Source: an optimization exercise on an open RTL-to-GDS flow (aim: small area, a short achievable clock period and few clock cycles per item). Production flows keep margins and buffers that such runs may drop.
Only simulation tests tie the RTL to the original design; equivalence was not proved.
Power and IR drop assume default switching activity.

## ioc_audio_enc
module ioc_audio_enc (
    input  wire        clk,
    input  wire        rst,
    input  wire [1:0]  cfg_coding,
    input  wire        cfg_word_sel,
    input  wire [63:0] now_us,
    input  wire        in_valid,
    output wire        in_ready,
    input  wire [63:0] in_frame,
    output reg         out_valid,
    input  wire        out_ready,
    output reg  [7:0]  out_data,
    output reg         out_last,
    output reg  [31:0] bad_cnt
);
make LEC_CHECK=0 CAP_MARGIN=20 CORE_MARGIN=2 CORE_UTILIZATION=40 PLACE_DENSITY=0.6 SLEW_MARGIN=20 finish   # period 9.0 ns
run.sh (not shown) runs the stock make flow with config.mk's settings and CLKGATE_MAP_FILE= SYNTH_SCRIPT=/design/flow/synth_recipe.tcl, a recipe that flattens the netlist after the stock synthesis.
Testbench counts at the start, summed over its fixed seeds: cycles 46,584, blocks 96.
Edit:
Settings changed: ABC_CLOCK_PERIOD_IN_PS set to 4000, SETUP_SLACK_MARGIN set to 4.5.
=>
- The new run ran to the end with no violations
- synthesized area stays the same
- wire length went up by about 2.6%
- count of clock-buffer cells in the layout increases by 5
- critical path depth climbs by 8
- maximum frequency is higher by 38%


Another version of the RTL of ioc_audio_enc (not shown whole).
Size in the first run: roughly 2400 cells after synthesis, ~710 flip-flops, about 180 I/O pins, roughly 29000 µm² of cells after synthesis.
Settings: LEC_CHECK=0, ABC_AREA=1, CAP_MARGIN=20, CORE_MARGIN=2, CORE_UTILIZATION=55, CTS_BUF_LIST=sky130_fd_sc_hd__clkbuf_16, CTS_CLUSTER_DIAMETER=150, CTS_CLUSTER_SIZE=24, PLACE_DENSITY=0.65, SLEW_MARGIN=20; clock period 9.0 ns.
standard.sh (not shown) runs the stock make flow with config.mk's settings and CLKGATE_MAP_FILE= SYNTH_SCRIPT=/design/flow/synth_recipe.tcl, a recipe that flattens the netlist after the stock synthesis.
==> flow/flow/run.sh <==
#!/bin/bash
set -euo pipefail
bash standard.sh synth > step_synth.log 2>&1
export SETUP_SLACK_MARGIN=6
export POST_GLOBAL_PLACE_TCL="$PWD/flow/port_bufs.tcl"
bash standard.sh finish > step_layout.log 2>&1
==> flow/flow/port_bufs.tcl <==
# POST_GLOBAL_PLACE hook: buffer_ports gives every port a clkdlybuf4s50_1
# (a delay cell). Swap those port buffers for plain buf_1 cells; the resize
# and repair steps that follow size them as the loads need.
set n 0
foreach inst [[ord::get_db_block] getInsts] {
  if {[[$inst getMaster] getName] eq "sky130_fd_sc_hd__clkdlybuf4s50_1"
      && [regexp {^(input|output)[0-9]+$} [$inst getName]]} {
    replace_cell [$inst getName] sky130_fd_sc_hd__buf_1
    incr n
  }
}
puts "port_bufs.tcl: $n port buffers now sky130_fd_sc_hd__buf_1"
The baseline ran to the end with no violations.
Testbench counts at the start, summed over its fixed seeds: cycles 45,984, blocks 96.
Then changed:
==> flow/config.mk (replaced) <==
export PLATFORM = sky130hd
export DESIGN_NAME = ioc_audio_enc
export DESIGN_NICKNAME = ioc_audio_enc
export VERILOG_FILES = /design/flow/design.v
export SDC_FILE = /design/flow/constraint.sdc
export NUM_CORES = 4
export LEC_CHECK = 0
export CAP_MARGIN = 20
export CORE_MARGIN = 2
export CORE_UTILIZATION = 40
export PLACE_DENSITY = 0.6
export SLEW_MARGIN = 20
Effect: Cell count went up by 0.76%; via count went down by 3.4%; power went down by 10%; count of clock-buffer cells in the layout went up by 63; clock skew went down by 0.010 ns.
Then changed:
--- a/flow/config.mk
+++ b/flow/config.mk
@@ -9,4 +9,7 @@
 export CORE_MARGIN = 2
-export CORE_UTILIZATION = 40
-export PLACE_DENSITY = 0.6
+export CORE_UTILIZATION = 55
+export CTS_BUF_LIST = sky130_fd_sc_hd__clkbuf_16
+export CTS_CLUSTER_DIAMETER = 150
+export CTS_CLUSTER_SIZE = 24
+export PLACE_DENSITY = 0.65
 export SLEW_MARGIN = 20
After rerunning: Maximum frequency increases by a few percent. Power decreases by about a fifth. Combinational power went down slightly. First-iteration DRC count fell by roughly a tenth. Cell count shrinks by roughly a tenth.
Then changed:
--- a/flow/config.mk
+++ b/flow/config.mk
@@ -9,7 +9,6 @@
 export CORE_MARGIN = 2
-export CORE_UTILIZATION = 55
-export CTS_BUF_LIST = sky130_fd_sc_hd__clkbuf_16
-export CTS_CLUSTER_DIAMETER = 150
+export CORE_UTILIZATION = 40
+export CTS_BUF_LIST = sky130_fd_sc_hd__clkbuf_8
 export CTS_CLUSTER_SIZE = 24
-export PLACE_DENSITY = 0.65
+export PLACE_DENSITY = 0.6
 export SLEW_MARGIN = 20
The changed run finished with timing, DRC and antenna clean. First-iteration DRC count goes up by a few percent. Routed wire length goes up by a few percent. Core utilization goes down by 15 points. Total power goes up by about a fifth. Setup slack is worse by 0.085 ns. Die area goes up by well over a third. Combinational power goes up by a few percent. Sequential share of layout area goes down by 3.3 points. Clock power goes up by well over a third. Global-route usage goes down by 4.6 points.

==> what the ideal ports hide <==
No port has a modelled driver above. Below, the same layouts with a new extraction and two added sets of constraints.
Step 1 assumes that a clkbuf_16 drives the clock port and a buf_2 every other input.
Step 2 also shifts input and output timing later by t, the mid clock arrival at the registers, as if the neighbouring blocks saw the same clock.
a / b / c = no drivers / after step 1 / after step 2; a / b = the first two.
| run | shift t [ns] | setup slack, ns | clock arrival spread, ns | pins driven straight from the clock port |
|---|---|---|---|---|
| the first run of note 1 | 0.686 | 2.989 / 3.025 / 2.339 | 0.035 / 0.034 | 1 |
| the second run of note 1 | 0.692 | 4.653 / 4.653 / 4.108 | 0.031 / 0.031 | 1 |
| the first run of note 2 | 0.617 | 5.269 / 5.302 / 4.684 | 0.035 / 0.035 | 1 |
| the second run of note 2 | 0.660 | 5.674 / 5.674 / 5.503 | 0.024 / 0.024 | 1 |
| the third run of note 2 | 0.625 | 5.743 / 5.743 / 5.532 | 0.023 / 0.022 | 1 |
| the fourth run of note 2 | 0.754 | 5.658 / 5.658 / 5.397 | 0.056 / 0.056 | 1 |
After both steps every run listed still meets setup and hold. The setup slack of the first run of note 1, which loses most, moves by +0.036 ns with the drivers and by -0.650 ns with both steps.
